Background: an optimization exercise with open tools, aiming at small area, a short achievable clock period and few clock cycles. Do not read the settings as production practice. The RTL was checked by simulation tests, not by an equivalence proof against the original design. No activity file was given, so power comes from the tool's default toggle rates.

--- flow/flow/run.sh ---
#!/bin/bash
set -euo pipefail
bash standard.sh SETUP_SLACK_MARGIN=6.6 MATCH_CELL_FOOTPRINT=0 \
  "CTS_ARGS=-sink_clustering_enable -repair_clock_nets -sink_clustering_size 25 -sink_clustering_max_diameter 100 -distance_between_buffers 200" \
  finish > standard_flow.log 2>&1
--- flow/standard.sh ---
#!/bin/bash
# synth_recipe.tcl (not shown) runs the flow's synth.tcl, then flattens the netlist and writes it again
# the make line also repeats each setting of config.mk as NAME=value (left out here)
make -C /OpenROAD-flow-scripts/flow DESIGN_CONFIG=/design/flow/config.mk WORK_HOME=/design/flow/orfs CLKGATE_MAP_FILE= SYNTH_SCRIPT=/design/flow/synth_recipe.tcl "${@:-finish}"
--- flow/config.mk ---
export PLATFORM = sky130hd
export DESIGN_NAME = ptfc_cke
export DESIGN_NICKNAME = ptfc_cke
export VERILOG_FILES = /design/flow/design.v
export SDC_FILE = /design/flow/constraint.sdc
export NUM_CORES = 4
export LEC_CHECK = 0
export ABC_CLOCK_PERIOD_IN_PS = 3500
export CAP_MARGIN = 20
export CORE_MARGIN = 2
export CORE_UTILIZATION = 62
export CTS_CLUSTER_DIAMETER = 100
export CTS_CLUSTER_SIZE = 25
export SLEW_MARGIN = 20
export SYNTH_MEMORY_MAX_BITS = 8192
--- flow/constraint.sdc ---
create_clock -name core_clock -period 10.0 [get_ports {clk}]
set_input_delay 2.0000 -clock core_clock [delete_from_list [all_inputs] [get_ports {clk}]]
set_output_delay 2.0000 -clock core_clock [all_outputs]
set_load 0.01 [all_outputs]
--- flow/design.v ---
module ptfc_cke (
    input  wire        clk,
    input  wire        rst,
    input  wire        ibuf_we,
    input  wire [9:0]  ibuf_addr,
    input  wire [7:0]  ibuf_wdata,
    input  wire        ilen_we,
    input  wire [15:0] ilen_wdata,
    input  wire        errlog_we,
    input  wire [15:0] errlog_wdata,
    input  wire        cmd_we,
    input  wire [7:0]  cmd,
    output reg         busy,
    output reg         done,
    output reg  [7:0]  status,
    output reg  [15:0] errlog,
    output reg  [7:0]  rsum,
    output reg  [15:0] rlen,
    output reg  [15:0] rpos,
    output reg  [15:0] rcrc,
    output reg  [7:0]  blen,
    output reg  [15:0] dcrc
);
    localparam BUF_CAP = 540;
    localparam NGRP    = 9;       
    localparam OP_NOP  = 8'h00;
    localparam OP_OSUM = 8'h10;
    localparam OP_OVFY = 8'h11;
    localparam OP_ICRC = 8'h12;
    localparam E_ILL     = 4'd1;
    localparam E_NOSTART = 4'd2;
    localparam E_SHORT   = 4'd3;
    localparam E_OCHK    = 4'd4;
    localparam S_IDLE = 3'd0;
    localparam S_EVAL = 3'd1;   
    localparam S_RPA  = 3'd2;   
    localparam S_RPW  = 3'd3;   
    localparam S_RPX  = 3'd4;
    localparam S_RPB  = 3'd5;   
    localparam K_OSUM = 2'd0;
    localparam K_OVFY = 2'd1;
    localparam K_ICRC = 2'd2;
    function [15:0] crc_g;
        input [7:0] t;
        begin
            crc_g[ 0] = ^(t & 8'h97);
            crc_g[ 1] = ^(t & 8'h2E);
            crc_g[ 2] = ^(t & 8'h5C);
            crc_g[ 3] = ^(t & 8'hB8);
            crc_g[ 4] = ^(t & 8'h70);
            crc_g[ 5] = ^(t & 8'hE0);
            crc_g[ 6] = ^(t & 8'hC0);
            crc_g[ 7] = ^(t & 8'h80);
            crc_g[ 8] = ^(t & 8'h00);
            crc_g[ 9] = ^(t & 8'h00);
            crc_g[10] = ^(t & 8'h00);
            crc_g[11] = ^(t & 8'h00);
            crc_g[12] = ^(t & 8'h00);
            crc_g[13] = ^(t & 8'h97);
            crc_g[14] = ^(t & 8'h2E);
            crc_g[15] = ^(t & 8'hCB);
        end
    endfunction
    function [15:0] crc_byte;
        input [15:0] c;
        input [7:0]  b;
        begin
            crc_byte = {c[7:0], 8'h00} ^ crc_g(c[15:8] ^ b);
        end
    endfunction
    function [15:0] crc_zero16;
        input [15:0] c;
        begin
            crc_zero16[ 0] = ^(c & 16'h933D);
            crc_zero16[ 1] = ^(c & 16'h267A);
            crc_zero16[ 2] = ^(c & 16'h4CF4);
            crc_zero16[ 3] = ^(c & 16'h99E9);
            crc_zero16[ 4] = ^(c & 16'h33D2);
            crc_zero16[ 5] = ^(c & 16'h67A5);
            crc_zero16[ 6] = ^(c & 16'hCF4B);
            crc_zero16[ 7] = ^(c & 16'h9E96);
            crc_zero16[ 8] = ^(c & 16'h3D2C);
            crc_zero16[ 9] = ^(c & 16'h7A59);
            crc_zero16[10] = ^(c & 16'hF4B2);
            crc_zero16[11] = ^(c & 16'hE965);
            crc_zero16[12] = ^(c & 16'hD2CA);
            crc_zero16[13] = ^(c & 16'h36A8);
            crc_zero16[14] = ^(c & 16'h6D51);
            crc_zero16[15] = ^(c & 16'h499E);
        end
    endfunction
    function [7:0] mux4;
        input [7:0] a, b, c, d;
        input [1:0] s;
        begin
            case (s)
                2'd0:    mux4 = a;
                2'd1:    mux4 = b;
                2'd2:    mux4 = c;
                default: mux4 = d;
            endcase
        end
    endfunction
    reg  [2:0]  state;
    reg  [1:0]  kind;
    reg  [9:0]  ilen;
    reg        q_we;
    reg  [9:0] q_addr;
    reg  [7:0] q_data;      
    reg        q_clr, q_app, q_pat, q_gap;
    reg  [8*BUF_CAP-1:0] mem;
    integer i;
    reg  [16:0] wdh;
    reg  [31:0] wdl;
    always @(posedge clk) begin
        for (i = 0; i < BUF_CAP; i = i + 1)
            if (wdh[i/32] && wdl[i%32])
                mem[8*i +: 8] <= q_data;
    end
    wire [7:0] b0 = mem[7:0];
    wire [7:0] n  = mem[23:16];
    wire [7:0] b3 = mem[31:24];
    wire [7:0] b4 = mem[39:32];
    reg  [9:0]        raddr;    
    reg  [6*NGRP-1:0] rlo;      
    reg  [3:0]        rgrp;     
    reg  [8*NGRP-1:0] rpart;
    reg  [7:0]        rdata;    
    wire [8*64*NGRP-1:0] memx = {{(8*64*NGRP-8*BUF_CAP){1'b0}}, mem};
    reg  [8*16*NGRP-1:0] l1;
    reg  [8*4*NGRP-1:0]  l2;
    reg  [8*NGRP-1:0]    l3;
    integer k;
    always @* begin
        for (k = 0; k < 16*NGRP; k = k + 1)
            l1[8*k +: 8] = mux4(memx[32*k +: 8], memx[32*k+8 +: 8],
                                memx[32*k+16 +: 8], memx[32*k+24 +: 8], rlo[6*(k/16) +: 2]);
        for (k = 0; k < 4*NGRP; k = k + 1)
            l2[8*k +: 8] = mux4(l1[32*k +: 8], l1[32*k+8 +: 8],
                                l1[32*k+16 +: 8], l1[32*k+24 +: 8], rlo[6*(k/4)+2 +: 2]);
        for (k = 0; k < NGRP; k = k + 1)
            l3[8*k +: 8] = mux4(l2[32*k +: 8], l2[32*k+8 +: 8],
                                l2[32*k+16 +: 8], l2[32*k+24 +: 8], rlo[6*k+4 +: 2]);
    end
    reg [7:0] rsel;
    always @* begin
        case (rgrp)
            4'd0:    rsel = rpart[7:0];
            4'd1:    rsel = rpart[15:8];
            4'd2:    rsel = rpart[23:16];
            4'd3:    rsel = rpart[31:24];
            4'd4:    rsel = rpart[39:32];
            4'd5:    rsel = rpart[47:40];
            4'd6:    rsel = rpart[55:48];
            4'd7:    rsel = rpart[63:56];
            default: rsel = rpart[71:64];
        endcase
    end
    reg  [9:0] raddr_n;
    always @* begin
        raddr_n = raddr;
        if (state == S_IDLE) begin
            if (ibuf_we)
                raddr_n = ibuf_addr;
        end else if (state == S_RPA) begin
            raddr_n = 10'd0;
        end else if (state != S_EVAL) begin
            raddr_n = raddr + 10'd1;
        end
    end
    always @(posedge clk) begin
        raddr <= raddr_n;
        for (k = 0; k < NGRP; k = k + 1)
            if (raddr_n[9:6] == k)
                rlo[6*k +: 6] <= raddr_n[5:0];
        rpart <= l3;
        rgrp  <= raddr[9:6];
        rdata <= rsel;
    end
    reg  [9:0]  P;
    reg         peq;        
    reg         st_ok;      
    reg         ov_ok;      
    reg         cr_ok;      
    reg  [7:0]  S;          
    reg  [2:0]  ph;
    reg  [9:0]  s_pos;      
    reg  [15:0] L;
    reg  [15:0] brem;
    reg  [10:0] bend;       
    reg  [7:0]  B;          
    reg  [7:0]  cbyte;      
    reg  [15:0] crc_run;    
    wire        s_found = (ph != 3'd0);
    reg         d_pat;
    reg  [9:0]  d_addr;
    reg  [7:0]  d_new;
    reg         e_pat;
    reg  [9:0]  e_addr;
    reg  [7:0]  e_new;
    reg         fx_act;
    reg  [7:0]  fx_k;
    reg  [15:0] fx_f;
    reg         fq_v;
    reg  [7:0]  fq_d;
    reg  [7:0]  fq_k;
    reg         rp_on;      
    wire        ap_en  = rp_on || q_clr || q_app;
    wire [7:0]  ap_v   = q_data;
    wire [9:0]  pi     = e_addr;
    wire [7:0]  pnew   = e_new;
    wire [7:0]  pold   = rdata;
    wire [9:0]  s1     = s_pos + 10'd1;
    wire [9:0]  s2     = s_pos + 10'd2;
    wire        d_lo3  = (d_addr < 10'd3);
    wire [2:0]  d_sub3 = {1'b0, d_addr[1:0]} + 3'd1 + {2'b00, n > 8'd3} + {2'b00, n > 8'd4};
    reg  [7:0]  e_sub;
    wire [7:0]  fk     = n - e_sub;
    reg  [9:0]  P_n;
    reg         st_ok_n, ov_ok_n, cr_ok_n;
    reg  [7:0]  S_n;
    reg  [2:0]  ph_n;
    reg  [9:0]  s_pos_n;
    reg  [15:0] L_n;
    reg  [15:0] brem_n;
    reg  [7:0]  B_n;
    reg  [7:0]  cbyte_n;
    reg  [15:0] crc_run_n;
    reg         fx_act_n;
    reg  [7:0]  fx_k_n;
    reg  [15:0] fx_f_n;
    reg         fq_v_n;
    reg  [7:0]  fq_d_n;
    reg  [7:0]  fq_k_n;
    always @* begin
        P_n       = P;
        st_ok_n   = st_ok;
        ov_ok_n   = ov_ok;
        cr_ok_n   = cr_ok;
        S_n       = S;
        ph_n      = ph;
        s_pos_n   = s_pos;
        L_n       = L;
        brem_n    = brem;
        B_n       = B;
        cbyte_n   = cbyte;
        crc_run_n = crc_run;
        fx_act_n  = fx_act;
        fx_k_n    = fx_k;
        fx_f_n    = fx_f;
        fq_v_n    = fq_v;
        fq_d_n    = fq_d;
        fq_k_n    = fq_k;
        if (q_clr) begin
            P_n       = 10'd1;
            st_ok_n   = 1'b1;
            ov_ok_n   = 1'b1;
            cr_ok_n   = 1'b1;
            S_n       = ap_v;
            ph_n      = (ap_v == 8'h7E) ? 3'd1 : 3'd0;
            s_pos_n   = 10'd0;
            B_n       = 8'd0;
            crc_run_n = crc_g(ap_v);
        end else if (ap_en) begin
            P_n = P + 10'd1;
            S_n = S + ap_v;
            if (e_pat)
                st_ok_n = 1'b0;
            case (ph)
                3'd0: begin
                    if (ap_v == 8'h7E) begin
                        ph_n    = 3'd1;
                        s_pos_n = P;
                    end
                end
                3'd1: begin
                    L_n[15:8] = ap_v;
                    ph_n      = 3'd2;
                end
                3'd2: begin
                    L_n[7:0] = ap_v;
                    brem_n   = {L[15:8], ap_v};
                    ph_n     = 3'd3;
                end
                3'd3: begin
                    if (brem != 16'd0) begin
                        B_n    = B + ap_v;
                        brem_n = brem - 16'd1;
                    end else begin
                        cbyte_n = ap_v;
                        ph_n    = 3'd4;
                    end
                end
                default: ;
            endcase
            if (P < 10'd2 ||
                (P == 10'd2 && ap_v > 8'd2) ||
                (P > 10'd4 && P < {2'b00, n}))
                crc_run_n = crc_byte(crc_run, ap_v);
            else if (fx_act && fx_k == 8'd0)
                crc_run_n = crc_run ^ fx_f;
        end else if (e_pat) begin
            S_n = S - pold + pnew;
            if (!s_found) begin
                if (pnew == 8'h7E) ov_ok_n = 1'b0;
            end else if (pi < s_pos) begin
                if (pnew == 8'h7E) ov_ok_n = 1'b0;
            end else if (pi == s_pos) begin
                if (pnew != 8'h7E) ov_ok_n = 1'b0;
            end else if (pi == s1 || pi == s2) begin
                if (pnew != pold) ov_ok_n = 1'b0;
            end else if ({1'b0, pi} < bend) begin
                B_n = B - pold + pnew;
            end else if ({1'b0, pi} == bend) begin
                cbyte_n = pnew;
            end
            if (fx_act && fx_k == 8'd0)
                crc_run_n = crc_run ^ fx_f;
        end else begin
            if (fx_act && fx_k == 8'd0)
                crc_run_n = crc_run ^ fx_f;
        end
        if (fx_act) begin
            if (fx_k == 8'd0) begin
                fx_act_n = fq_v;
                fx_f_n   = crc_g(fq_d);
                fx_k_n   = fq_k;
                fq_v_n   = 1'b0;
            end else if (fx_k >= 8'd16) begin
                fx_f_n = crc_zero16(fx_f);
                fx_k_n = fx_k - 8'd16;
            end else begin
                fx_f_n = crc_byte(fx_f, 8'h00);
                fx_k_n = fx_k - 8'd1;
            end
        end
        if (e_pat && !ap_en) begin
            if (pi == 10'd2) begin
                if (pnew != pold) cr_ok_n = 1'b0;
            end else if (pi != 10'd3 && pi != 10'd4 && pi < {2'b00, n} && pnew != pold) begin
                if (P < {2'b00, n} || P < 10'd3) begin
                    cr_ok_n = 1'b0;
                end else if (!fx_act || (fx_k == 8'd0 && !fq_v)) begin
                    fx_act_n = 1'b1;
                    fx_f_n   = crc_g(pnew ^ pold);
                    fx_k_n   = fk;
                end else if (!fq_v || fx_k == 8'd0) begin
                    fq_v_n = 1'b1;
                    fq_d_n = pnew ^ pold;
                    fq_k_n = fk;
                end else begin
                    cr_ok_n = 1'b0;
                end
            end
        end
        if (q_clr) begin
            fx_act_n = 1'b0;
            fq_v_n   = 1'b0;
        end
        if (q_gap)
            st_ok_n = 1'b0;
        if (state == S_RPA) begin
            P_n       = 10'd0;
            st_ok_n   = 1'b1;
            ov_ok_n   = 1'b1;
            cr_ok_n   = 1'b1;
            S_n       = 8'd0;
            ph_n      = 3'd0;
            B_n       = 8'd0;
            crc_run_n = 16'h0000;
            fx_act_n  = 1'b0;
            fq_v_n    = 1'b0;
        end
    end
    wire       ilen_wr = ilen_we && state == S_IDLE && ilen_wdata <= BUF_CAP;
    wire [9:0] ilen_n  = ilen_wr ? ilen_wdata[9:0] : ilen;
    wire       h_we    = ibuf_we && state == S_IDLE;
    wire       h_zero  = (ibuf_addr == 10'd0);
    wire        icrc_short = (ilen < 10'd3) || ({2'b00, n} > ilen);
    wire        pend_pat   = d_pat || e_pat;
    wire        pend_fix   = fx_act || fq_v;
    wire        st_cur     = peq && st_ok;
    wire        ok_osum = !pend_pat && st_cur;
    wire        ok_ovfy = !pend_pat && st_cur && ov_ok;
    wire        ok_icrc = !pend_pat && !pend_fix && (icrc_short || (st_cur && cr_ok));
    wire        is_osum = (cmd == OP_OSUM);
    wire        is_ovfy = (cmd == OP_OVFY);
    wire        is_icrc = (cmd == OP_ICRC);
    wire        idle    = (state == S_IDLE);
    wire        in_eval = (state == S_EVAL);
    wire        c_new   = idle && cmd_we && !q_we;
    wire        go_osum = (c_new && is_osum && ok_osum) || (in_eval && kind == K_OSUM && ok_osum);
    wire        go_ovfy = (c_new && is_ovfy && ok_ovfy) || (in_eval && kind == K_OVFY && ok_ovfy);
    wire        go_icrc = (c_new && is_icrc && ok_icrc) || (in_eval && kind == K_ICRC && ok_icrc);
    wire        go_any  = go_osum || go_ovfy || go_icrc;
    wire        ev_wait = pend_pat || (kind == K_ICRC && pend_fix);
    wire [7:0]  chk     = ~B;
    wire        l_lt2   = (L < 16'd2);
    wire        ov_nos  = !s_found;
    wire        ov_shrt = s_found && (ph != 3'd4 || l_lt2);
    wire        ov_bad  = s_found && !ov_shrt && (cbyte != chk);
    wire        ov_good = s_found && !ov_shrt && (cbyte == chk);
    wire [7:0]  ov_stat = ov_nos ? {4'h0, E_NOSTART} :
                          ov_shrt ? {4'h0, E_SHORT} :
                          ov_bad ? {4'h0, E_OCHK} : 8'h10;
    wire [15:0] crcv    = (n == 8'd0) ? 16'h0000 :
                          (n == 8'd1) ? crc_g(b0) : crc_run;
    wire [15:0] dc      = {b4, b3};
    wire        n_ge5   = (n >= 8'd5);
    wire [7:0]  ic_stat = icrc_short ? {4'h0, E_SHORT} :
                          (n_ge5 && dc == crcv) ? 8'h20 : 8'h00;
    wire [16:0] bsum = {7'd0, s_pos} + {1'b0, L} + 17'd3;
    always @(posedge clk) begin
        bend <= (bsum[16:11] != 6'd0) ? 11'h7FF : bsum[10:0];
        for (i = 0; i < 32; i = i + 1)
            wdl[i] <= (ibuf_addr[4:0] == i);
    end
    always @(posedge clk) begin
        if (rst) begin
            state   <= S_IDLE;
            kind    <= K_OSUM;
            busy    <= 1'b0;
            done    <= 1'b0;
            status  <= 8'h00;
            errlog  <= 16'h0000;
            ilen    <= 10'd0;
            rsum    <= 8'h00;
            rlen    <= 16'h0000;
            rpos    <= 16'h0000;
            rcrc    <= 16'h0000;
            blen    <= 8'h00;
            dcrc    <= 16'h0000;
            q_we    <= 1'b0;
            q_clr   <= 1'b0;
            q_app   <= 1'b0;
            q_pat   <= 1'b0;
            q_gap   <= 1'b0;
            q_addr  <= 10'd0;
            q_data  <= 8'd0;
            rp_on   <= 1'b0;
            d_pat   <= 1'b0;
            d_addr  <= 10'd0;
            d_new   <= 8'd0;
            e_pat   <= 1'b0;
            e_addr  <= 10'd0;
            e_new   <= 8'd0;
            e_sub   <= 8'd0;
            wdh     <= 17'd0;
            P       <= 10'd0;
            peq     <= 1'b1;
            st_ok   <= 1'b1;
            ov_ok   <= 1'b1;
            cr_ok   <= 1'b1;
            S       <= 8'd0;
            ph      <= 3'd0;
            s_pos   <= 10'd0;
            L       <= 16'h0000;
            brem    <= 16'h0000;
            B       <= 8'd0;
            cbyte   <= 8'd0;
            crc_run <= 16'h0000;
            fx_act  <= 1'b0;
            fx_k    <= 8'd0;
            fx_f    <= 16'h0000;
            fq_v    <= 1'b0;
            fq_d    <= 8'd0;
            fq_k    <= 8'd0;
        end else begin
            done <= 1'b0;
            q_we   <= h_we;
            q_clr  <= h_we && h_zero;
            q_app  <= h_we && !h_zero && (ibuf_addr == P_n);
            q_pat  <= h_we && !h_zero && (ibuf_addr < P_n);
            q_gap  <= h_we && !h_zero && (ibuf_addr > P_n);
            q_addr <= ibuf_addr;
            q_data <= (state == S_IDLE) ? ibuf_wdata : rsel;
            d_pat  <= q_pat;
            d_addr <= q_addr;
            d_new  <= q_data;
            e_pat  <= d_pat;
            e_addr <= d_addr;
            e_new  <= d_new;
            e_sub  <= d_lo3 ? {5'd0, d_sub3} : d_addr[7:0] + 8'd1;
            for (i = 0; i < 17; i = i + 1)
                wdh[i] <= h_we && ibuf_addr[9:5] == i;
            P       <= P_n;
            peq     <= (P_n == ilen_n);
            st_ok   <= st_ok_n;
            ov_ok   <= ov_ok_n;
            cr_ok   <= cr_ok_n;
            S       <= S_n;
            ph      <= ph_n;
            s_pos   <= s_pos_n;
            L       <= L_n;
            brem    <= brem_n;
            B       <= B_n;
            cbyte   <= cbyte_n;
            crc_run <= crc_run_n;
            fx_act  <= fx_act_n;
            fx_k    <= fx_k_n;
            fx_f    <= fx_f_n;
            fq_v    <= fq_v_n;
            fq_d    <= fq_d_n;
            fq_k    <= fq_k_n;
            if (errlog_we && state == S_IDLE)
                errlog <= errlog & ~(errlog_wdata & 16'h07FE);
            if (ilen_we && state == S_IDLE) begin
                if (ilen_wdata > BUF_CAP)
                    errlog[10] <= 1'b1;
                else
                    ilen <= ilen_wdata[9:0];
            end
            case (state)
                S_IDLE: begin
                    if (cmd_we) begin
                        if (is_osum || is_ovfy || is_icrc) begin
                            kind <= is_ovfy ? K_OVFY : is_icrc ? K_ICRC : K_OSUM;
                            if (!go_any) begin
                                state <= S_EVAL;
                                busy  <= 1'b1;
                            end
                        end else if (cmd == OP_NOP) begin
                            status <= 8'h00;
                            done   <= 1'b1;
                        end else begin
                            status    <= {4'h0, E_ILL};
                            errlog[1] <= 1'b1;
                            done      <= 1'b1;
                        end
                    end
                end
                S_EVAL: begin
                    if (go_any) begin
                        busy  <= 1'b0;
                        state <= S_IDLE;
                    end else if (!ev_wait) begin
                        state <= S_RPA;
                    end
                end
                S_RPA: begin
                    state <= S_RPW;
                end
                S_RPW: begin
                    state <= S_RPX;
                end
                S_RPX: begin
                    rp_on <= (ilen != 10'd0);
                    state <= S_RPB;
                end
                S_RPB: begin
                    if (!rp_on || P + 10'd1 == ilen) begin
                        rp_on <= 1'b0;
                        state <= S_EVAL;
                    end
                end
                default: state <= S_IDLE;
            endcase
            if (go_any)
                done <= 1'b1;
            if (go_osum) begin
                rsum   <= ~S;
                status <= 8'h00;
            end
            if (go_ovfy) begin
                status <= ov_stat;
                if (ov_nos)  errlog[2] <= 1'b1;
                if (ov_shrt) errlog[3] <= 1'b1;
                if (ov_bad)  errlog[4] <= 1'b1;
                if (ov_good) begin
                    rsum <= chk;
                    rlen <= L;
                    rpos <= {6'd0, s_pos};
                end
            end
            if (go_icrc) begin
                status <= ic_stat;
                if (icrc_short) begin
                    errlog[3] <= 1'b1;
                end else begin
                    rcrc <= crcv;
                    blen <= n;
                    dcrc <= n_ge5 ? dc : 16'h0000;
                end
            end
        end
    end
endmodule
==> results list <==
- Status: no timing/DRC/antenna violations
- The synthesized design contains 4,845 register bits.
- Clock-pin slew was measured on the worst setup and hold paths at 0.10 ns.
- Number of antenna-violating nets in the routed design: 0
* WL per Instance: around 33 µm
- For this design the ratio of total power to cell area is between 150 and 200 nW/µm².
- Fraction of final layout cells with drive strength greater than 1: 20.3%
- The cell family contributing the most delay on the critical path is flip-flops.
* Placed Area: 200,000 µm²
* Routability Congestion: 0.913
- List of most frequent post-synthesis cells: 4,374 x sky130_fd_sc_hd__edfxtp_1, 1,273 x sky130_fd_sc_hd__mux4_2, 561 x sky130_fd_sc_hd__and2_1, 471 x sky130_fd_sc_hd__dfxtp_1, 429 x sky130_fd_sc_hd__nor2_1
* Cell accounting for the most synthesized area: sky130_fd_sc_hd__edfxtp_1
* Per-cell via count in the routed design: around 6.7
* GRT Total Usage: 30.6%
* Worst Path Required: 8.00 ns
- In this run the tool buffered the top-level ports with 148 buffer cells.
- The number of antenna violations at the first check in global routing was 62.
* Data arrival time of the critical path: 1.38 ns
* Cell area after layout: 208,000 µm²
- Setup repair after global routing missed its margin: true
- In this run the register-to-register setup slack is 6.66 ns.
- The critical path is of the register to output pin type.
- The tree built by TritonCTS fans out to between 4,000 and 5,000 sinks.
- Clock buffer depth: 4
- For this block, the via count after detailed routing is 98,400.
- Vias in the first global route: 94,900
- Number of nets in the layout: 10,400
- Sequential cells account for 61.0% of the total power.
- The detailed router finished its first iteration with 13,600 violations.
* Slew at the pin with the worst max-slew slack: 1.20 ns
- Total routed wirelength: 486,000 µm
* Final worst path period share: between 30% and 40%
- Synth Area per Inst: between 15 and 20 µm²
- Share of synthesized area occupied by flip-flops and latches: 72.5%
- Relative slew slack: 20.3%
- Clock root buffer: sky130_fd_sc_hd__clkbuf_16
- In the synthesized netlist the dominant register cell turns out to be sky130_fd_sc_hd__edfxtp_1.
* Delay of the slowest cell on the worst path: 0.37 ns
- Area growth, synth to finish: 7.19%
- The clock reaches the later pin of the worst-skew pair after 0.93 ns.
* Area inside the core boundary: 312,000 µm²
- Between clock sinks in the finished design, the worst skew comes to 0.0780 ns.
- The initial utilization of the core area, before any placement, comes to approximately 62%.
- The share of total power dissipated in the clock network is between 20% and 30%.
- Synthesis handed over a netlist of 10,200 instances.
* Share of Yosys cell area claimed by the top area cell type: slightly below 70%
* CTS tree: built
* Post-synth design cell area: 194,000 µm²
- For this run, design rule violations remaining after detail routing come to 0.
* Worst path setup slack after routing: 6.62 ns
- sky130_fd_sc_hd__edfxtp_1 is the most common cell in the netlist.
- Summed over all cells, the static leakage comes to approximately 66 nW.
- The worst setup path is launched from a register.
* Num ports: 170
- Among all stages on the critical path, the largest delay is contributed by sky130_fd_sc_hd__dfxtp_4.
* Post-route setup TNS: 0 ns
* Fraction of synthesis flops using an asynchronous set or reset pin: 0%
- After layout, the design draws a total of 37.8 mW.
- In the post-synthesis netlist, the biggest area contributors are sky130_fd_sc_hd__edfxtp_1 68%, sky130_fd_sc_hd__mux4_2 15%, sky130_fd_sc_hd__dfxtp_1 4.9%, sky130_fd_sc_hd__and2_1 1.8%, sky130_fd_sc_hd__mux2i_1 1.1%.
* Post-cts hold buffer count: 0
* Number of failing hold endpoints at the final stage: 0
- Total count of max-transition violations in the final report: 0
- Worst-case vdd ir drop: 155 µV
- Of all nets on the critical path, the largest fanout is 2.
- Max-cap violations: 0
- Kind of end point of the critical path: output pin
* Largest net degree at the start of global routing: 231
- Count of warnings emitted by yosys: 1
* Cell-by-cell listing of the critical path: buf_6
* Fraction of power consumed by combinational cells: 11.7%
- The die is 564 µm wide.
* Internal Pwr Total: approximately 29 mW
- The first detailed-routing pass took 9 iterations.
- Bufs and invs on worst path: 1
- TritonCTS created 218 clock buffers.
- Prior to clock tree synthesis, the placed netlist has a worst setup slack of approximately 4.8 ns.
- Number of enable flip-flop cells after synthesis: 4,374
- Timing would allow up to roughly 300 MHz.
* Leftover overflow at the end of global routing: 0
- The analysis attributes to net switching a power of 9.20 mW.
* DPL Wire Length: slightly below 300,000 µm
- Unique cell type count in the Yosys netlist: 99
- The first global-routing pass estimated between 600,000 and 700,000 µm of wire.
- Measured along the y axis, the die boundary spans between 500 and 600 µm.
- Endpoints failing setup: 0
- Number of H-tree levels: 4
* Type of the most critical hold path: register to register
- Number of rows created at floorplan: around 210
* Net switching share of the total power: around 24%
- The die covers 318,000 µm².
- The routed design could run at a clock period as short as 3.38 ns.
area by class of cell:
type / count / area (µm²)
antenna: 221 / 553
clock buffer: 364 / 6060
clock inverter: 17 / 251
fill: 20600 / 104000
inverter: 180 / 676
multi-input combinational: 4581 / 50600
sequential: 4845 / 141000
tap: 4140 / 5180
timing repair buffer: 379 / 3740
path summary, 6_finish.rpt:
check        startpoint  endpoint  cells after the start
min            raddr[9]   rgrp[3]                      0
max reg2reg    state[1]   rlo[44]                      6
min reg2reg    raddr[9]   rgrp[3]                      0
max            rcrc[14]  rcrc[14]                      1
cell usage in the layout (no fill, tap or decap), types with 97 or more instances in the layout:
| cell | Yosys | routed |
|---|---|---|
| sky130_fd_sc_hd__and2_1 | 561 | 561 |
| sky130_fd_sc_hd__clkbuf_1 | 364 | 143 |
| sky130_fd_sc_hd__o21ai_0 | 208 | 204 |
| sky130_fd_sc_hd__a211oi_1 | 99 | 97 |
| sky130_fd_sc_hd__a21oi_1 | 248 | 241 |
| sky130_fd_sc_hd__nand2_1 | 332 | 328 |
| sky130_fd_sc_hd__clkbuf_16 | 0 | 225 |
| sky130_fd_sc_hd__nor2_1 | 429 | 421 |
| sky130_fd_sc_hd__inv_1 | 177 | 176 |
| sky130_fd_sc_hd__diode_2 | 0 | 221 |
| sky130_fd_sc_hd__mux2i_1 | 217 | 205 |
| sky130_fd_sc_hd__buf_4 | 30 | 162 |
| sky130_fd_sc_hd__xnor2_1 | 205 | 205 |
| sky130_fd_sc_hd__dfxtp_2 | 0 | 133 |
| sky130_fd_sc_hd__dfxtp_1 | 471 | 325 |
| sky130_fd_sc_hd__ha_1 | 133 | 131 |
| sky130_fd_sc_hd__mux4_2 | 1273 | 1273 |
| sky130_fd_sc_hd__edfxtp_1 | 4374 | 4374 |
power groups by stage:
stage / sequential (mW) / combinational, mW / clock (mW)
floorplan: 23.7 / 2.38 / 0
global placement: 23.5 / 4.21 / 0
detailed placement: 23.5 / 4.29 / 0
CTS: 23.1 / 4.38 / 10.5
global route: 23.1 / 4.65 / 11.1
finish: 23.1 / 4.41 / 10.3
cell families (layout without fill, tap and decap cells):
| group | after synthesis | count (layout) | synth area share (%) |
|---|---|---|---|
| buffers and inverters | 780 | 940 | 1.67 |
| adders and majority gates | 152 | 152 | 1.05 |
| xor gates and xnor gates | 300 | 300 | 1.38 |
| DFF | 4845 | 4845 | 72.5 |
| AOI/OAI and AO/OA | 834 | 834 | 2.70 |
| other | 1 | 236 | 0.00193 |
| and+or+nand+nor | 1775 | 1777 | 4.71 |
| muxes | 1503 | 1503 | 16.0 |
state kept, by name, summed over array words and instances, names as in the netlist, 16 cells and up:
| signal | count |
|---|---|
| mem | 4320 |
| rpart | 72 |
| rlo | 54 |
| wdl | 32 |
| wdh | 17 |
| L | 16 |
| brem | 16 |
| crc_run | 16 |
| dcrc | 16 |
| fx_f | 16 |
| rcrc | 16 |
| rlen | 16 |
stage by stage:
| step | cells | hold slack (ns) | util, % |
|---|---|---|---|
| CTS | 14500 | 0.434 | 66.4 |
| floorplan | 10200 | 0.351 | - |
| global route | 14600 | 0.453 | 66.6 |
| finish | 14700 | 0.438 | 66.8 |
| global placement | 14100 | 0.405 | 64.1 |
| detailed placement | 14100 | 0.406 | 64.1 |
routing by layer:
metal	vias up	global-route usage [%]	share of wire, %
li1	40800	-	-
met1	51800	46.4	40
met2	5139	47.9	48
met3	563	4.87	10
met4	0	6.57	2.0
met5	-	0.149	0
repair_timing:
action,4_1_cts,5_1_grt
buffers inserted,26,23
endpoints found under the setup margin,806,419
gates cloned,7,1
resized for setup,465,79
pin swaps,16,11
Testbench counts, summed over its fixed seeds: cycles 339,668.

-- separate check: timing with driven ports --
The flow's constraints put no driver on any port. The routed layout listed below was extracted and timed again, unchanged, in two steps. Step 1, drivers: a clkbuf_16 drives clk and a buf_2 each remaining input, both assumed. Step 2 times the ports against the registers' clock, not the clock port: input delays grow and output delays shrink by t, the midpoint of the rising clock arrivals with the driver on. Three values: no drivers, after step 1, after step 2; two values: the first two.
t, ns: 0.991
slack for setup (ns): 6.623 / 6.523 / 5.749
worst hold slack (ns): 0.438 / 0.438 / 0.438
worst setup path at the end: input to register
worst register clock-pin slew, ns: 0.11 / 0.11
After both steps this run still meets setup and hold. The setup slack of this run moves by -0.100 ns with the drivers and by -0.874 ns with both steps.
